Source: an optimization exercise on an open RTL-to-GDS flow (aim: small area and few clock cycles). Production flows keep margins and buffers that such runs may drop. In this exercise RTL edits were held to simulation tests only and were not proved equivalent to the original. Power and IR drop assume default switching activity. The clock port is modelled as an ideal driver; clocking choices that lean on that would not hold on a real chip.

File: flow/flow/run.sh
#!/bin/bash
# The standard layout (standard.sh) with these changes, all made through
# ORFS's own variables:
#  - synthesis maps logic with an area-oriented ABC script (flow/abc_map.script
#    in place of ORFS's abc_speed.script); the Yosys steps, and so the
#    registers, are those of the standard synthesis;
#  - ports are buffered with buf_1;
#  - clock tree synthesis uses larger sink clusters and no dummy loads.
# make's output goes to make_synth.log and make_finish.log here; each tool's
# own log is in orfs/logs/.
set -euo pipefail
here=$(pwd)
rm -rf "$here/scripts_area"
cp -r "$FLOW_HOME/scripts" "$here/scripts_area"
cp "$here/flow/abc_map.script" "$here/scripts_area/abc_speed.script"
sed "s#CLKGATE_MAP_FILE= #CLKGATE_MAP_FILE= SCRIPTS_DIR=$here/scripts_area #" standard.sh > synth_area.sh
export BUFFER_PORTS_ARGS="-buffer_cell sky130_fd_sc_hd__buf_1"
export CTS_ARGS="-sink_clustering_enable -repair_clock_nets -sink_clustering_size 30 -sink_clustering_max_diameter 80 -dont_use_dummy_load"
bash synth_area.sh synth > make_synth.log 2>&1
bash standard.sh finish > make_finish.log 2>&1
File: flow/flow/abc_map.script
&get -n
&st
&syn2
&dch
&nf -R 1000
&put
File: flow/standard.sh
#!/bin/bash
# synth_recipe.tcl (not shown) runs the flow's synth.tcl, then flattens the netlist and writes it again
# the make line also repeats each setting of config.mk as NAME=value (left out here)
make -C /OpenROAD-flow-scripts/flow DESIGN_CONFIG=/design/flow/config.mk WORK_HOME=/design/flow/orfs CLKGATE_MAP_FILE= SYNTH_SCRIPT=/design/flow/synth_recipe.tcl "${@:-finish}"
File: flow/config.mk
export PLATFORM = sky130hd
export DESIGN_NAME = opc2ser
export DESIGN_NICKNAME = opc2ser
export VERILOG_FILES = /design/flow/design.v
export SDC_FILE = /design/flow/constraint.sdc
export NUM_CORES = 4
export LEC_CHECK = 0
export CAP_MARGIN = 20
export CORE_MARGIN = 2
export CORE_UTILIZATION = 55
export PLACE_DENSITY = 0.7
export SLEW_MARGIN = 20
File: flow/constraint.sdc
create_clock -name core_clock -period 12.0 [get_ports {clk}]
set_input_delay 2.4000 -clock core_clock [delete_from_list [all_inputs] [get_ports {clk}]]
set_output_delay 2.4000 -clock core_clock [all_outputs]
set_load 0.01 [all_outputs]
File: flow/design.v
module opc2ser #(
    parameter RXBUF_SIZE = 128
) (
    input  wire        clk,
    input  wire        rst,
    input  wire [1:0]  cfg_protocol,
    input  wire [7:0]  cfg_channel,
    input  wire [15:0] cfg_hs_timeout_ms,
    input  wire        dg_valid,
    output wire        dg_ready,
    input  wire [7:0]  dg_data,
    input  wire        dg_last,
    input  wire        dg_keep,
    output wire        tx_valid,
    input  wire        tx_ready,
    output reg  [7:0]  tx_data,
    output wire        tx_last,
    input  wire        srx_valid,
    input  wire [7:0]  srx_data,
    input  wire        tick_ms,
    output wire [1:0]  hs_state,
    output wire [2:0]  hs_cause,
    output wire        session_abort,
    output wire        busy,
    output wire [3:0]  err_code,
    output wire        warn3,
    output reg         evt_accept,
    output reg         evt_drop,
    output wire        evt_warn,
    output reg         evt_sent
);
    localparam PMAX = RXBUF_SIZE - 4;           
    localparam NR   = 16;                       
    localparam P_ADA  = 2'd0;
    localparam P_AWA  = 2'd1;
    localparam P_TPM2 = 2'd2;
    localparam HS_AWAITING = 2'd0;
    localparam HS_READY    = 2'd1;
    localparam HS_FAILED   = 2'd2;
    reg [1:0] cfg_proto_r;
    reg [7:0] cfg_chan_r;
    always @(posedge clk) begin
        if (rst) begin
            cfg_proto_r <= cfg_protocol;
            cfg_chan_r  <= cfg_channel;
        end
    end
    reg [1:0]  hs;
    reg [2:0]  hs_cause_r;
    reg [2:0]  ph;                     
    reg        tt;                     
    wire [1:0] hs_cnt = ph[1:0];
    wire       hs_bad = tt;
    reg [15:0] acc;                    
    reg [7:0] hs_exp;
    always @(*) begin
        case (hs_cnt)
            2'd0: hs_exp = 8'h41;
            2'd1: hs_exp = 8'h64;
            2'd2: hs_exp = 8'h61;
            default: hs_exp = 8'h0A;
        endcase
    end
    wire hs_wait  = (hs == HS_AWAITING);
    wire hs_bad_n = hs_bad | (srx_data != hs_exp);
    wire hs_done  = srx_valid && (hs_cnt == 2'd3);
    wire hs_tick  = hs_wait && tick_ms && !hs_done;
    always @(posedge clk) begin
        if (rst) begin
            case (cfg_protocol)
                P_ADA:   begin hs <= HS_AWAITING; hs_cause_r <= 3'd0; end
                P_AWA:   begin hs <= HS_READY;    hs_cause_r <= 3'd0; end
                P_TPM2:  begin hs <= HS_READY;    hs_cause_r <= 3'd0; end
                default: begin hs <= HS_FAILED;   hs_cause_r <= 3'd4; end
            endcase
        end else if (hs_wait) begin
            if (hs_done) begin
                if (hs_bad_n) begin
                    hs         <= HS_FAILED;
                    hs_cause_r <= 3'd1;
                end else begin
                    hs <= HS_READY;
                end
            end else if (tick_ms && acc <= 16'd1) begin
                hs         <= HS_FAILED;
                hs_cause_r <= (hs_cnt == 2'd0 && !srx_valid) ? 3'd3 : 3'd2;
            end
        end
    end
    assign hs_state      = hs;
    assign hs_cause      = hs_cause_r;
    assign session_abort = (hs == HS_FAILED);
    reg          recv, send;           
    reg          chan_bad, cmd_bad, big;
    reg  [6:0]   len7;                 
    reg  [6:0]   need;                 
    reg  [8*PMAX-1:0] ring;            
    reg  [55:0]  dl;                   
    reg  [6:0]   dv;                   
    reg  [2:0]   pc;                   
    reg  [6:0]   wcnt;                 
    reg  [7:0]   outb;                 
    reg          outv;
    reg  [2:0]   err_r;
    reg          warn_r;
    assign dg_ready = (hs == HS_READY) && !send;
    assign busy     = recv | send;
    assign err_code = {1'b0, err_r};
    wire rx_beat = dg_valid && dg_ready;
    wire kb      = rx_beat && dg_keep;
    wire in_hdr  = !ph[2];
    wire pay_in  = kb && !in_hdr && (need != 7'd0);
    wire hdr_full = !in_hdr || (ph == 3'd3 && kb);
    wire big_e    = big || (in_hdr && dg_data > PMAX);
    wire trunc_e  = in_hdr ? (dg_data != 8'd0)
                           : (need != 7'd0) && !(need == 7'd1 && kb);
    reg  [2:0] verdict;
    always @(*) begin
        if (!hdr_full)      verdict = 3'd1;
        else if (chan_bad)  verdict = 3'd2;
        else if (cmd_bad)   verdict = 3'd3;
        else if (big_e)     verdict = 3'd4;
        else if (trunc_e)   verdict = 3'd5;
        else                verdict = 3'd0;
    end
    wire accept = rx_beat && dg_last && (verdict == 3'd0);
    wire tpm      = (cfg_proto_r == P_TPM2);
    wire ada      = (cfg_proto_r == P_ADA);
    wire hdr_last = tpm ? (ph == 3'd3) : (ph == 3'd5);
    wire in_pay   = (ph == 3'd6);
    wire in_trl   = (ph == 3'd7);
    wire len_nz   = (len7 != 7'd0);
    wire [6:0] rcnt = need;
    wire stg_v;
    wire wr_all   = (wcnt == rcnt);    
    wire rd_last  = wr_all && !stg_v;  
    assign tx_valid = send && (outv || !in_pay);
    wire tx_beat  = tx_valid && tx_ready;
    wire fin      = (ada && ((in_pay && rd_last) || (hdr_last && !len_nz))) ||
                    (in_trl && (tpm || tt));
    assign tx_last = fin;
    reg  [2:0] old;
    always @(*) begin
        casez (dv)
            7'b1??????: old = 3'd6;
            7'b01?????: old = 3'd5;
            7'b001????: old = 3'd4;
            7'b0001???: old = 3'd3;
            7'b00001??: old = 3'd2;
            7'b000001?: old = 3'd1;
            default:    old = 3'd0;
        endcase
    end
    assign     stg_v = (dv != 7'd0);
    reg  [7:0] stg_o;
    always @(*) begin
        case (old)
            3'd0: stg_o = dl[8*0 +: 8];
            3'd1: stg_o = dl[8*1 +: 8];
            3'd2: stg_o = dl[8*2 +: 8];
            3'd3: stg_o = dl[8*3 +: 8];
            3'd4: stg_o = dl[8*4 +: 8];
            3'd5: stg_o = dl[8*5 +: 8];
            default: stg_o = dl[8*6 +: 8];
        endcase
    end
    wire       wr  = (pc == wcnt[2:0]) && (stg_v || pay_in);
    wire [7:0] din = stg_v ? stg_o : dg_data;
    wire [8*PMAX-1:0] ring_n;
    wire [8*NR-1:0]   port;
    genvar gi;
    generate
        for (gi = 0; gi < NR; gi = gi + 1) begin : g_ring
            localparam B = 64 * gi;                       
            localparam L = (gi == NR - 1) ? 4 : 8;        
            wire ws = wr && (wcnt[6:3] == gi);
            assign ring_n[B +: 8*L] = {ring[B +: 8*(L-1)],
                                       ws ? din : ring[B + 8*(L-1) +: 8]};
            assign port[8*gi +: 8] = ring[B +: 8];
        end
    endgenerate
    always @(posedge clk) begin
        ring <= ring_n;
    end
    wire [6:0] dv_k = ~({7{wr && stg_v}} & (7'd1 << old));
    wire       hdr3 = kb && (ph == 3'd3);
    always @(posedge clk) begin
        dl <= {dl[47:0], dg_data};
        if (hdr3)
            dv <= 7'd0;
        else
            dv <= {dv[5:0] & dv_k[5:0], pay_in && !(wr && !stg_v)};
    end
    wire [2:0] rph   = rcnt[2:0] + 3'd1;
    wire       take  = tx_beat && in_pay;
    wire       fetch = send && !wr_all && (pc == rph) && (!outv || take);
    always @(posedge clk) begin
        if (hdr3)
            pc <= (tpm ? 3'd6 : 3'd4) - dg_data[2:0];
        else
            pc <= pc + 3'd1;
    end
    wire [15:0] dr;                    
    wire [6:0]  lq;
    assign dr[15:14] = 2'd0;
    generate
        for (gi = 6; gi >= 0; gi = gi - 1) begin : g_div3
            wire [2:0] t = {dr[2*gi+3 -: 2], len7[gi]};
            assign lq[gi] = (t >= 3'd3);
            assign dr[2*gi+1 -: 2] = lq[gi] ? t[1:0] - 2'd3 : t[1:0];
        end
    endgenerate
    wire [6:0] qb;                     
    wire [6:0] qm1;
    assign qb[0] = 1'b1;
    generate
        for (gi = 0; gi < 6; gi = gi + 1) begin : g_qm1
            assign qm1[gi]  = lq[gi] ^ qb[gi];
            assign qb[gi+1] = qb[gi] & !lq[gi];
        end
    endgenerate
    wire       cz    = qb[6];          
    wire [7:0] c_hi  = {8{cz}};
    wire [7:0] c_lo  = {cz, cz, qm1[5:0]};
    wire [7:0] fl1 = acc[7:0];
    wire [7:0] fl2 = acc[15:8];
    always @(*) begin
        if (tpm) begin
            case (ph)
                3'd0: tx_data = 8'hC9;
                3'd1: tx_data = 8'hDA;
                3'd2: tx_data = 8'h00;
                3'd3: tx_data = {1'b0, len7};
                3'd6: tx_data = outb;
                default: tx_data = 8'h36;
            endcase
        end else begin
            case (ph)
                3'd0: tx_data = 8'h41;
                3'd1: tx_data = ada ? 8'h64 : 8'h77;
                3'd2: tx_data = 8'h61;
                3'd3: tx_data = c_hi;
                3'd4: tx_data = c_lo;
                3'd5: tx_data = c_hi ^ c_lo ^ 8'h55;
                3'd6: tx_data = outb;
                default: tx_data = tt ? fl2 : fl1;
            endcase
        end
    end
    wire [8:0] c1, c2, i1, i2;
    wire [7:0] s1, s2, fl1_n, fl2_n;
    wire [7:0] b1 = dg_data | {8{hs_wait}};
    wire [7:0] b2 = fl1_n | {8{hs_wait}};
    assign c1[0] = 1'b0;
    assign c2[0] = hs_wait & c1[8];
    generate
        for (gi = 0; gi < 8; gi = gi + 1) begin : g_fl
            assign s1[gi]    = fl1[gi] ^ b1[gi] ^ c1[gi];
            assign c1[gi+1]  = (fl1[gi] & b1[gi]) | (c1[gi] & (fl1[gi] ^ b1[gi]));
            assign fl1_n[gi] = s1[gi] ^ i1[gi];
            assign i1[gi+1]  = s1[gi] & i1[gi];
            assign s2[gi]    = fl2[gi] ^ b2[gi] ^ c2[gi];
            assign c2[gi+1]  = (fl2[gi] & b2[gi]) | (c2[gi] & (fl2[gi] ^ b2[gi]));
            assign fl2_n[gi] = s2[gi] ^ i2[gi];
            assign i2[gi+1]  = s2[gi] & i2[gi];
        end
    endgenerate
    assign i1[0] = !hs_wait & (c1[8] | (&s1));
    assign i2[0] = !hs_wait & (c2[8] | (&s2));
    always @(posedge clk) begin
        if (rst)
            acc <= cfg_hs_timeout_ms;
        else if (hs_tick || pay_in)
            acc <= {fl2_n, fl1_n};
        else if (kb && ph == 3'd3)
            acc <= 16'd0;
    end
    wire lw = (dr[1:0] != 2'd0);
    assign evt_warn = evt_accept && lw;
    assign warn3    = evt_accept ? lw : warn_r;
    always @(posedge clk) begin
        if (rst) begin
            recv       <= 1'b0;
            send       <= 1'b0;
            ph         <= 3'd0;
            tt         <= 1'b0;
            err_r      <= 3'd0;
            warn_r     <= 1'b0;
            evt_accept <= 1'b0;
            evt_drop   <= 1'b0;
            evt_sent   <= 1'b0;
            outv       <= 1'b0;
        end else begin
            warn_r     <= warn3;
            evt_accept <= 1'b0;
            evt_drop   <= 1'b0;
            evt_sent   <= 1'b0;
            if (wr)
                wcnt <= wcnt + 7'd1;
            if (hs_wait && srx_valid) begin
                ph <= hs_done ? 3'd0 : ph + 3'd1;
                tt <= hs_bad_n;
            end
            if (kb && in_hdr) begin
                ph <= ph + 3'd1;
                case (ph[1:0])
                    2'd0: chan_bad <= (dg_data != 8'd0) && (dg_data != cfg_chan_r);
                    2'd1: cmd_bad  <= (dg_data != 8'd0);
                    2'd2: big      <= (dg_data != 8'd0);
                    default: begin
                        big  <= big_e;
                        len7 <= dg_data[6:0];
                        need <= dg_data[6:0];
                        wcnt <= 7'd0;
                    end
                endcase
            end
            if (pay_in)
                need <= need - 7'd1;
            if (rx_beat) begin
                recv <= 1'b1;
                if (dg_last) begin
                    recv  <= 1'b0;
                    ph    <= 3'd0;
                    err_r <= verdict;
                    if (verdict == 3'd0) begin
                        evt_accept <= 1'b1;
                        send       <= 1'b1;
                        tt         <= 1'b0;
                    end else begin
                        evt_drop <= 1'b1;
                    end
                end
            end
            if (fetch) begin
                outb <= port[8*rcnt[6:3] +: 8];
                need <= need + 7'd1;
                outv <= 1'b1;
            end else if (take) begin
                outv <= 1'b0;
            end
            if (tx_beat) begin
                if (fin) begin
                    send     <= 1'b0;
                    evt_sent <= 1'b1;
                    ph       <= 3'd0;
                end else if (in_pay) begin
                    if (rd_last)
                        ph <= 3'd7;
                end else if (in_trl) begin
                    tt <= 1'b1;
                end else if (hdr_last) begin
                    ph <= len_nz ? 3'd6 : 3'd7;
                end else begin
                    ph <= ph + 3'd1;
                end
            end
        end
    end
endmodule
==> key figures, run 1 <==
Synthesis
  • Netlist cell types: 51
  • Ys Warns: 1
  • Syn nets: 2140
  • Cell Area, Synth: 29280 um2
  • Ranking of synthesized cells by area: dfxtp_1, edfxtp_1, mux4_2, a21oi_1, nor2_1
  • Mapped Cells: 2035
  • #FFs+latches synth: 1135
  • Post-synth top area share: 73.29%
  • Mean Syn Cell Area: 14.39 um2
  • Main flop type after synthesis: dfxtp_1
  • Ys async rst share: 0%
  • Synth area leader: dfxtp_1
  • Post-synth EDFFs: 63
  • Sequential cell area fraction in the yosys report: 79.75%

Clocking
  • Clk sinks: 1135
  • CTS Buffer Depth: 3
  • Worst-path clk slew: 100 ps
  • H-Tree Depth: 2
  • CTS tree: yes
  • # Post-CTS Setup Buffers: 0
  • Post-CTS sizing: 0
  • CTS root buf: clkbuf_16
  • Post-CTS Hold Fix Bufs: 0
  • Clk Latency, worst-skew pair: 610 ps
  • Clock buffer count from CTS: 46

Timing
  • Period Utilization, post-route: 89.09%
  • Setup TNS: 0 ps
  • Setup violators final: 0
  • Slew margin rel.: 27.17%
  • RSZ-0062 raised after global routing: no
  • Final Skew: 60.65 ps
  • Minimum clock period: 10690 ps
  • Max Clk Rate: 93.53 MHz
  • Worst-Margin Slew: 1090 ps
  • Hold violation total from the final report: 0
  • Max-slew violations: 0

Critical path
  • CP delay by family, top: adder cells
  • CP peak stage delay: 460 ps
  • CP required: 12310 ps
  • Critical path arrival: 11000 ps
  • WS Path Type: in -> reg
  • CP bufs+invs: 6
  • Worst path most repeated cell: fa_1
  • Max Fanout on Critical Path: 10
  • CP max-delay cell: fa_1
  • Worst Setup Start Kind: input pin
  • Worst Setup End Kind: flip-flop
  • Reg2Reg Setup Slack: 2630 ps

Route
  • Top layer in use: met4
  • # DRC: 0
  • DRT iter0 DRCs: 1110
  • Router iterations before antenna repair: 6
  • Via count: 14720
  • WL met3: 2.487 mm
  • Wire per inst: 18.51 um
  • Post-Route M1 WL: 25.79 mm
  • Met2 wire len: 23.42 mm
  • Final wirelength: 53.13 mm
  • Post-route ant nets: 0
  • Vias per Instance: 5.125

Placement
  • GPL Wtd Cong: 0.8764
  • Post-DP HPWL: 33.73 mm
  • Buffers on Ports: 75

Min path
  • HP Class: reg -> reg

Pwr
  • Pwr Total: 5.782 mW
  • PD cells: 181.9 nW/um2
  • Leakage power: 12.22 nW
  • Peak supply drop: 0.1101 mV

Finish
  • Ant. Diodes: 0
  • Layout cells sized above 1: 5.085%
  • Area growth, synth to finish: 8.585%
  • Nets: 2290

Floorplanning
  • Rows: 84
  • # IOs: 77
  • Die Y: 234.7 um
  • Die area: 55100 um2
  • Initial Util: 55.72%
  • Die width: 234.7 um
  • Core Region: 52550 um2

Global routing
  • GR Overflow Total: 0
  • First-pass GRT wire length: 83.98 mm
  • GRT Total Usage: 19.33%
  • Initial antenna violation count: 0
  • Largest net degree at the start of global routing: 50
  • Vias in the first global route: 14850

Outcome
  • Outcome: no timing/DRC/antenna violations

Flow run
  • Max-cap violations: 0
==> sequential cells by signal (all words and copies together) (netlist names), 2 cells and up <==
| name | cells |
|---|---|
| ring | 992 |
| dl | 56 |
| acc | 16 |
| ph | 3 |
| hs_cause_r | 3 |
| pc | 3 |
| need | 7 |
| err_r | 3 |
| cfg_chan_r | 8 |
| dv | 7 |
| wcnt | 7 |
| hs | 2 |
| outb | 8 |
| cfg_proto_r | 2 |
| len7 | 7 |
==> cell families (layout without fill, tap and decap cells) <==
family,count (synthesis),after routing,synth area share (%)
simple gates,383,383,5.944
flops,1135,1135,79.75
buf+inv,39,187,0.5128
other cells,1,1,0.01281
xor+xnor,41,41,1.226
mux,45,45,2.923
compound gates,336,336,6.867
fa+ha+maj,55,55,2.760
==> power breakdown <==
| part | switching (mW) | internal, mW |
|---|---|---|
| logic | 0.122 | 0.0814 |
| clock network | 1.04 | 0.691 |
| registers | 0.0231 | 3.83 |
==> synth_stat cells (all sizes together) (5+ instances only) <==
| cell | count |
|---|---|
| or2 | 15 |
| nor2 | 150 |
| and3 | 9 |
| dfxtp | 1072 |
| o22ai | 13 |
| and2 | 10 |
| nor4 | 12 |
| nand4 | 8 |
| xor2 | 20 |
| clkinv | 38 |
| nor3b | 5 |
| edfxtp | 63 |
| mux4 | 32 |
| mux2i | 9 |
| o21ai | 86 |
| a22o | 18 |
| nand2b | 10 |
| ha | 39 |
| nor3 | 18 |
| nand2 | 105 |
| a221o | 10 |
| fa | 16 |
| nor2b | 15 |
| a21oi | 142 |
| a211oi | 11 |
| xnor2 | 21 |
| nand3 | 14 |
| a221oi | 17 |
| a22oi | 15 |
==> worst reg2reg max path, delay by kind of cell (launching register included) <==
| kind | cells | cell delay, ps |
|---|---|---|
| fa+ha+maj | 24 | 6590 |
| flops | 1 | 460 |
| compound gates | 3 | 510 |
| buf+inv | 5 | 530 |
| simple gates | 7 | 1000 |
==> layout make-up <==
| cell class | count | area (um2) |
|---|---|---|
| clock buffer | 46 | 1151 |
| timing repair buffer | 103 | 493.0 |
| multi-input combinational | 861 | 5794 |
| tap | 688 | 860.8 |
| fill | 3999 | 20760 |
| sequential | 1135 | 23350 |
| inverter | 38 | 142.6 |
==> worst paths after layout <==
| check | startpoint | to | cells past startpoint |
|---|---|---|---|
| worst max-delay path | dg_data[0] | acc[14]$_DFFE_PP_ | 39 |
| worst min register to register | ring[472]$_DFF_P_ | ring[480]$_DFF_P_ | 0 |
| worst max register to register | hs[1]$_DFFE_PP_ | acc[14]$_DFFE_PP_ | 39 |
| worst min-delay path | ring[472]$_DFF_P_ | ring[480]$_DFF_P_ | 0 |
==> metal layers <==
metal / global-route usage (%) / vias to the layer above
li1: - / 7194
met1: 28.17 / 7106
met2: 29.84 / 331
met3: 3.160 / 84
met4: 5.907 / 0
met5: 0 / -
==> through the flow <==
stage          setup slack [ps]  hold WS (ps)  util [%]  std cells  instance area [um2]
3_3_place_gp              919.5         309.9     58.30       2825                30640
6_report                   1309         269.8     60.50       2871                31790
2_1_floorplan              1672         309.6         -       2035                29280
5_1_grt                   844.6         269.7     60.50       2871                31790
4_1_cts                    1360         270.5     60.49       2871                31790
3_5_place_dp              791.4         312.1     58.30       2825                30640
==> layout by cell type, fill, tap and decap left out, drive strengths merged, types with 15 or more instances in the layout <==
cell type,count
o21ai,86
mux4,32
a221oi,17
fa,16
edfxtp,63
dfxtp,1072
clkbuf,47
a21oi,142
xnor2,21
nand2,105
clkinv,38
or2,15
buf,102
ha,39
a22oi,15
nor2b,15
xor2,20
nor2,150
a22o,18
nor3,18
Testbench counts, summed over its fixed seeds: cycles 102,288.
==> inputs of run 2 (changes only) <==
--- a/flow/flow/run.sh
+++ b/flow/flow/run.sh
@@ -16,5 +16,5 @@
 sed "s#CLKGATE_MAP_FILE= #CLKGATE_MAP_FILE= SCRIPTS_DIR=$here/scripts_area #" standard.sh > synth_area.sh
 export BUFFER_PORTS_ARGS="-buffer_cell sky130_fd_sc_hd__buf_1"
-export CTS_ARGS="-sink_clustering_enable -repair_clock_nets -sink_clustering_size 30 -sink_clustering_max_diameter 80 -dont_use_dummy_load"
+export CTS_ARGS="-sink_clustering_enable -repair_clock_nets -sink_clustering_size 30 -sink_clustering_max_diameter 100 -dont_use_dummy_load"
 bash synth_area.sh synth > make_synth.log 2>&1
 bash standard.sh finish > make_finish.log 2>&1
==> key figures, run 2 <==
Pwr
  • Internal power: 4.556 mW (-0.92%)
  • Clock power share: 29.2% (-0.7 points)
  • Logic pwr share: 3.5% (about the same)
  • Sw frac: 20.37% (-0.11 points)
  • PD cells: 180.4 nW/um2 (-0.82%)
  • Seq pwr share: 67.3% (+0.7 points)
  • Pwr Total: 5.721 mW (-1.1%)
  • Peak supply drop: 0.09240 mV (-16%)
  • Leakage power: 12.18 nW (-0.30%)
  • Switching pwr: 1.165 mW (-1.6%)

Timing
  • Hold violation total from the final report: 0 (unchanged)
  • Final setup margin: 1379 ps (+70.49 ps)
  • Final Skew: 26.66 ps (-33.99 ps)
  • Worst-Margin Slew: 1076 ps (-13.76 ps)
  • Worst hold slack: 320.6 ps (+50.84 ps)
  • Minimum clock period: 10620 ps (-70.49 ps)
  • Period Utilization, post-route: 88.51% (-0.59 points)
  • Setup violators final: 0 (unchanged)
  • Max Clk Rate: 94.15 MHz (+0.66%)
  • RSZ-0062 raised after global routing: no
  • Max-slew violations: 0 (unchanged)
  • Slew margin rel.: 28.09% (+0.92 points)
  • Setup TNS: 0 ps (unchanged)

Floorplanning
  • Initial Util: 55.72% (unchanged)
  • Core Region: 52550 um2 (unchanged)
  • Die width: 234.7 um (unchanged)
  • Rows: 84 (unchanged)
  • # IOs: 77 (unchanged)
  • Die Y: 234.7 um (unchanged)
  • Die area: 55100 um2 (unchanged)

Critical path
  • CP peak stage delay: 450 ps (about the same)
  • Critical path arrival: 10990 ps (about the same)
  • Max Fanout on Critical Path: 10 (unchanged)
  • WS Path Type: in -> reg
  • Worst Setup Start Kind: input pin
  • CP required: 12370 ps (+60 ps)
  • Worst path most repeated cell: fa_1
  • CP max-delay cell: fa_1
  • Worst Setup End Kind: flip-flop

Synthesis
  • #FFs+latches synth: 1135 (unchanged)
  • Ys async rst share: 0% (unchanged)
  • Main combinational cell family by area after synthesis: compound AO/OA/AOI/OAI gates
  • Post-synth top area share: 73.29% (unchanged)
  • Synth area leader: dfxtp_1
  • Syn nets: 2140 (unchanged)
  • Main flop type after synthesis: dfxtp_1
  • Post-synthesis simple-gate area fraction: 5.944% (unchanged)
  • Cell Area, Synth: 29280 um2 (unchanged)
  • Compound-cell area share of the yosys netlist: 6.867% (unchanged)
  • Post-synthesis xor/xnor area fraction: 1.226% (unchanged)
  • Ranking of synthesized cells by area: dfxtp_1, edfxtp_1, mux4_2, a21oi_1, nor2_1
  • Post-Synth Adder-Cell Area: 2.760% (unchanged)
  • Netlist cell types: 51 (unchanged)
  • Mux contribution to synthesized area: 2.923% (unchanged)
  • Most common cell in the synthesized netlist: dfxtp_1
  • Top post-synthesis cells by count: dfxtp_1, nor2_1, a21oi_1, nand2_1, o21ai_0
  • Mapped Cells: 2035 (unchanged)
  • Post-synth EDFFs: 63 (unchanged)
  • Ys Warns: 1 (unchanged)
  • Mean Syn Cell Area: 14.39 um2 (unchanged)
  • Sequential cell area fraction in the yosys report: 79.75% (unchanged)

Finish
  • Cell area after layout: 31720 um2 (-0.24%)
  • Ant. Diodes: 0 (unchanged)
  • Register area: 23350 um2 (unchanged)
  • Fin cells: 2868 (-0.10%)
  • Nets: 2287 (-0.13%)
  • Regs by FF count: ring: 992 flops, dl: 56 flops, acc: 16 flops
  • Most frequent cells in the layout: dfxtp_1, nor2_1, a21oi_1, nand2_1, o21ai_0
  • Commonest non-fill, non-tap cell in the layout: dfxtp_1
  • Final core utilization: 60.36% (-0.14 points)
  • Layout cells sized above 1: 4.954% (-0.13 points)
  • Area growth, synth to finish: 8.328%
  • Number of flip-flops under the largest register name: 992 (unchanged)
  • Biggest register: ring
  • Multi-input logic area: 5794 um2 (unchanged)
  • # fillers: 4011 (+0.30%)

Clocking
  • CTS root buf: clkbuf_16
  • H-Tree Depth: 2 (unchanged)
  • Clock buffer count from CTS: 43 (-6.5%)
  • Clk sinks: 1135 (unchanged)
  • Clk Latency, worst-skew pair: 610 ps (about the same)
  • Worst-path clk slew: 110 ps (about the same)
  • # Post-CTS Setup Buffers: 0 (unchanged)
  • CTS tree: yes
  • Post-CTS Hold Fix Bufs: 0 (unchanged)
  • CTS Buffer Depth: 3 (unchanged)
  • Post-CTS sizing: 0 (unchanged)

Route
  • Post-route ant nets: 0 (unchanged)
  • DRT iter0 DRCs: 966 (-13%)
  • Vias per Instance: 5.094 (-0.61%)
  • # DRC: 0 (unchanged)
  • Final wirelength: 52.85 mm (-0.53%)
  • Via count: 14610 (-0.71%)
  • Wire per inst: 18.43 um (-0.43%)
  • Router iterations before antenna repair: 5 (-1)

Flow run
  • Max-cap violations: 0 (unchanged)

Placement
  • Post-DP HPWL: 33.73 mm (unchanged)
  • GPL Wtd Cong: 0.8764 (unchanged)
  • Cell area after placement: 30640 um2 (unchanged)
  • Buffers on Ports: 75 (unchanged)
  • Pre-CTS setup slack: 791.4 ps (unchanged)
  • DP Cell Count: 2825 (unchanged)

Global routing
  • First-pass GRT wire length: 83.78 mm (-0.24%)
  • GRT Total Usage: 19.32% (about the same)
  • GR Overflow Total: 0 (unchanged)
  • Initial antenna violation count: 0 (unchanged)
  • Vias in the first global route: 14800 (-0.33%)
  • Largest net degree at the start of global routing: 50 (unchanged)

Outcome
  • Outcome: no timing/DRC/antenna violations

Min path
  • HP Class: reg -> reg
run 2: cell counts after synthesis:
Identical to the previous run, type by type.
run 2: path summary, 6_finish.rpt:
kind	cells past startpoint	slack, ps	to	from
setup / recovery	39	1380	acc[14]$_DFFE_PP_	dg_data[0]
hold / removal	0	320	ring[850]$_DFF_P_	ring[842]$_DFF_P_
setup reg to reg	39	2660	acc[14]$_DFFE_PP_	hs[1]$_DFFE_PP_
hold reg to reg	0	320	ring[850]$_DFF_P_	ring[842]$_DFF_P_
run 2: worst max-delay path, delay by kind of cell:
kind	cells	cell delay, ps
fa+ha+maj	24	6600
simple gates	6	960
buf+inv	6	520
compound gates	3	520
run 2: power by group through the flow:
stage          logic, mW  registers (mW)  clock network, mW
3_3_place_gp       0.198            3.93                  0
2_1_floorplan      0.130            3.93                  0
6_report           0.202            3.85               1.67
3_5_place_dp       0.200            3.94                  0
5_1_grt            0.230            3.85               1.85
4_1_cts            0.203            3.85               1.72
run 2: layout make-up:
class                      count  share of cell area [%]
inverter                      38                  0.4497
sequential                  1135                   73.62
tap                          688                   2.714
timing repair buffer         103                   1.554
clock buffer                  43                   3.392
multi-input combinational    861                   18.27
run 2: logic make-up after synthesis:
kind of cell | count (synthesis)
compound gates | 336
xor+xnor | 41
fa+ha+maj | 55
buf+inv | 39
flops | 1135
mux | 45
other cells | 1
simple gates | 383
run 2: layer usage:
metal	vias to the layer above	wire length [um]	part of all wire, %	GRT usage (%)
met5	-	0	0	0
met1	7034	25740	49	27.98
met3	90	2227	4.2	2.914
met2	295	23200	44	29.68
li1	7191	-	-	-
met4	0	1681	3.2	7.058
==> inputs of run 3 (changes only) <==
--- a/flow/flow/run.sh
+++ b/flow/flow/run.sh
@@ -16,5 +16,5 @@
 sed "s#CLKGATE_MAP_FILE= #CLKGATE_MAP_FILE= SCRIPTS_DIR=$here/scripts_area #" standard.sh > synth_area.sh
 export BUFFER_PORTS_ARGS="-buffer_cell sky130_fd_sc_hd__buf_1"
-export CTS_ARGS="-sink_clustering_enable -repair_clock_nets -sink_clustering_size 30 -sink_clustering_max_diameter 100 -dont_use_dummy_load"
+export CTS_ARGS="-sink_clustering_enable -repair_clock_nets -sink_clustering_size 33 -sink_clustering_max_diameter 80 -dont_use_dummy_load"
 bash synth_area.sh synth > make_synth.log 2>&1
 bash standard.sh finish > make_finish.log 2>&1
==> key figures, run 3 <==
Global routing
  • Initial antenna violation count: 0 (unchanged)
  • GR Util met2: 29.56% (-0.12 points)
  • Global route hottest layer: met2
  • GR Util met1: 27.83% (-0.15 points)
  • Vias in the first global route: 14800 (+0.034%)
  • Met3 Usage GRT: 3.254% (+0.34 points)
  • First-pass GRT wire length: 83.66 mm (-0.14%)
  • Largest net degree at the start of global routing: 50 (unchanged)
  • GR Overflow Total: 0 (unchanged)
  • GRT Total Usage: 19.31% (about the same)

Floorplanning
  • Initial Util: 55.72% (unchanged)
  • Core Region: 52550 um2 (unchanged)
  • Die width: 234.7 um (unchanged)
  • Die area: 55100 um2 (unchanged)
  • Die Y: 234.7 um (unchanged)
  • # IOs: 77 (unchanged)
  • Rows: 84 (unchanged)

Timing
  • Hold violation total from the final report: 0 (unchanged)
  • Period Utilization, post-route: 89.12% (+0.61 points)
  • Setup TNS: 0 ps (unchanged)
  • Final setup margin: 1306 ps (-73.33 ps)
  • Setup violators final: 0 (unchanged)
  • Final Skew: 99.85 ps (+73.20 ps)
  • Max-slew violations: 0 (unchanged)
  • Worst-Margin Slew: 1068 ps (-8.152 ps)
  • Max Clk Rate: 93.51 MHz (-0.69%)
  • Minimum clock period: 10690 ps (+73.33 ps)
  • Slew margin rel.: 28.63% (+0.55 points)
  • RSZ-0062 raised after global routing: no

Critical path
  • WS Path Type: in -> reg
  • Worst Setup Start Kind: input pin
  • Worst Setup SP: dg_data[0]
  • CP max-delay cell: fa_1
  • CP endpoint: acc[14]$_DFFE_PP_
  • Worst Setup End Kind: flip-flop
  • CP peak stage delay: 450 ps (about the same)
  • Reg2Reg Setup Slack: 2670 ps (about the same)
  • Worst path most repeated cell: fa_1
  • Reg-to-Reg End: acc[14]$_DFFE_PP_
  • Max Fanout on Critical Path: 10 (unchanged)
  • Reg2Reg Depth: 39 (unchanged)
  • CP required: 12280 ps (-90 ps)
  • Critical path arrival: 10980 ps (about the same)
  • R2R Path Start: hs[1]$_DFFE_PP_

Synthesis
  • Post-synth top area share: 73.29% (unchanged)
  • Most common cell in the synthesized netlist: dfxtp_1
  • Cell Area, Synth: 29280 um2 (unchanged)
  • Main combinational cell family by area after synthesis: compound AO/OA/AOI/OAI gates
  • Sequential cell area fraction in the yosys report: 79.75% (unchanged)
  • Top post-synthesis cells by count: dfxtp_1, nor2_1, a21oi_1, nand2_1, o21ai_0
  • Syn nets: 2140 (unchanged)
  • Synth area leader: dfxtp_1
  • Netlist cell types: 51 (unchanged)
  • Post-synthesis simple-gate area fraction: 5.944% (unchanged)
  • #FFs+latches synth: 1135 (unchanged)
  • Post-Synth Adder-Cell Area: 2.760% (unchanged)
  • Ys async rst share: 0% (unchanged)
  • Ranking of synthesized cells by area: dfxtp_1, edfxtp_1, mux4_2, a21oi_1, nor2_1
  • Compound-cell area share of the yosys netlist: 6.867% (unchanged)
  • Post-synth EDFFs: 63 (unchanged)
  • Main flop type after synthesis: dfxtp_1
  • Mean Syn Cell Area: 14.39 um2 (unchanged)
  • Mux contribution to synthesized area: 2.923% (unchanged)
  • Ys Warns: 1 (unchanged)
  • Post-synthesis xor/xnor area fraction: 1.226% (unchanged)
  • Mapped Cells: 2035 (unchanged)

Route
  • Router iterations before antenna repair: 5 (unchanged)
  • Vias per Instance: 5.123 (+0.56%)
  • # DRC: 0 (unchanged)
  • Post-route ant nets: 0 (unchanged)
  • DRT iter0 DRCs: 1122 (+16%)
  • Via count: 14690 (+0.56%)
  • Wire per inst: 18.48 um (+0.31%)
  • Final wirelength: 53.01 mm (+0.31%)

Flow run
  • Max-cap violations: 0 (unchanged)

Pwr
  • PD cells: 180.7 nW/um2 (+0.17%)
  • Peak supply drop: 0.1122 mV (+21%)
  • Leakage power: 12.18 nW (unchanged)

Clocking
  • Post-CTS sizing: 0 (unchanged)
  • CTS tree: yes
  • Clock buffer count from CTS: 43 (unchanged)
  • Clk Latency, worst-skew pair: 630 ps (+20 ps)
  • # Post-CTS Setup Buffers: 0 (unchanged)
  • CTS root buf: clkbuf_16
  • CTS Buffer Depth: 3 (unchanged)
  • Clk sinks: 1135 (unchanged)
  • Post-CTS Hold Fix Bufs: 0 (unchanged)
  • Worst-path clk slew: 110 ps (about the same)
  • H-Tree Depth: 2 (unchanged)

Finish
  • Most frequent cells in the layout: dfxtp_1, nor2_1, a21oi_1, nand2_1, o21ai_0
  • Number of flip-flops under the largest register name: 992 (unchanged)
  • Layout cells sized above 1: 4.954% (unchanged)
  • Commonest non-fill, non-tap cell in the layout: dfxtp_1
  • Nets: 2287 (unchanged)
  • Area growth, synth to finish: 8.328% (unchanged)
  • Biggest register: ring
  • Regs by FF count: ring: 992 flops, dl: 56 flops, acc: 16 flops
  • Final core utilization: 60.36% (unchanged)
  • Ant. Diodes: 0 (unchanged)

Outcome
  • Outcome: no timing/DRC/antenna violations

Min path
  • HP Class: reg -> reg

Placement
  • GPL Wtd Cong: 0.8764 (unchanged)
  • Pre-CTS setup slack: 791.4 ps (unchanged)
  • Buffers on Ports: 75 (unchanged)
  • Post-DP HPWL: 33.73 mm (unchanged)
## run 3: cell counts in the layout (fill, tap and decap cells not counted)
No cell type changed its count.
## run 3: logic make-up after synthesis
kind of cell    Yosys count
other cells               1
mux                      45
flops                  1135
fa+ha+maj                55
xor+xnor                 41
buf+inv                  39
simple gates            383
compound gates          336
## run 3: critical path: cells and delay by family
family | cells | cell delay [ps]
adders and majority gates | 24 | 6580
and+or+nand+nor | 6 | 950
buffers and inverters | 6 | 520
AOI/OAI and AO/OA | 3 | 520
## run 3: worst min-delay path by stage
| stage | startpoint | end | slack [ps] | cells past startpoint |
|---|---|---|---|---|
| floorplan | ring[92]$_DFF_P_ | ring[100]$_DFF_P_ | 310 | 0 |
| finish | ring[24]$_DFF_P_ | ring[32]$_DFF_P_ | 270 | 0 |
| global route | ring[24]$_DFF_P_ | ring[32]$_DFF_P_ | 270 | 0 |
| CTS | ring[24]$_DFF_P_ | ring[32]$_DFF_P_ | 270 | 0 |
| global placement | ring[77]$_DFF_P_ | ring[85]$_DFF_P_ | 310 | 0 |
| detailed placement | ring[908]$_DFF_P_ | ring[916]$_DFF_P_ | 310 | 0 |
## run 3: routing by layer
metal  vias to the layer above  share of wire (%)
li1                       7190                  -
met1                      7080                 48
met2                       328                 44
met3                        94                4.6
met4                         0                3.4
met5                         -                  0
## run 3: layout make-up
type,instances,area [um2]
Inverter,38,142.6
Fill cell,4018,20830
Sequential cell,1135,23350
Tap cell,688,860.8
Clock buffer,43,1076
Multi-Input combinational cell,861,5794
Timing Repair Buffer,103,493.0
## run 3: metrics by stage
step / cells / area [um2] / power, mW / hold slack (ps)
floorplan: 2035 / 29280 / 4.057 / 309.6
global placement: 2825 / 30640 / 4.133 / 309.9
detailed placement: 2825 / 30640 / 4.135 / 312.1
CTS: 2868 / 31710 / 5.774 / 273.4
global route: 2868 / 31720 / 5.931 / 271.1
finish: 2868 / 31720 / 5.731 / 268.6
## run 3: power breakdown
part	internal, mW	total [mW]	switching [mW]	leakage (nW)
clock network	0.648	1.68	1.03	0.530
registers	3.83	3.85	0.0229	9.26
logic	0.0815	0.203	0.121	2.39
total	4.56	5.73	1.17	12.2

[port drivers added, routing unchanged]
In the flow no input, the clock included, has a driving cell. The finished layouts below were timed again as built, in two steps.
Step 1, drivers: a clkbuf_16 drives clk and a buf_2 each remaining input, both assumed.
Step 2 moves the port delays by t, midway between the first and last clock arrival at a register: inputs arrive t later, outputs are due t later. That takes back most of the time a late clock gives input paths.
Three values: ideal, step 1, step 2; two values: the first two.
| run | t, ns | setup WS [ns] | worst register clock-pin slew, ns | cell pins on the clock port's net |
|---|---|---|---|---|
| run 1 | 0.637 | 1.309 / 1.340 / 0.702 | 0.11 / 0.11 | 1 |
| run 2 | 0.647 | 1.379 / 1.410 / 0.763 | 0.11 / 0.11 | 1 |
| run 3 | 0.629 | 1.306 / 1.338 / 0.708 | 0.12 / 0.12 | 1 |
After both steps setup and hold are still met in every run listed. For run 2, which loses most, drivers alone change the setup slack by +0.031 ns; drivers and shift together by -0.616 ns.
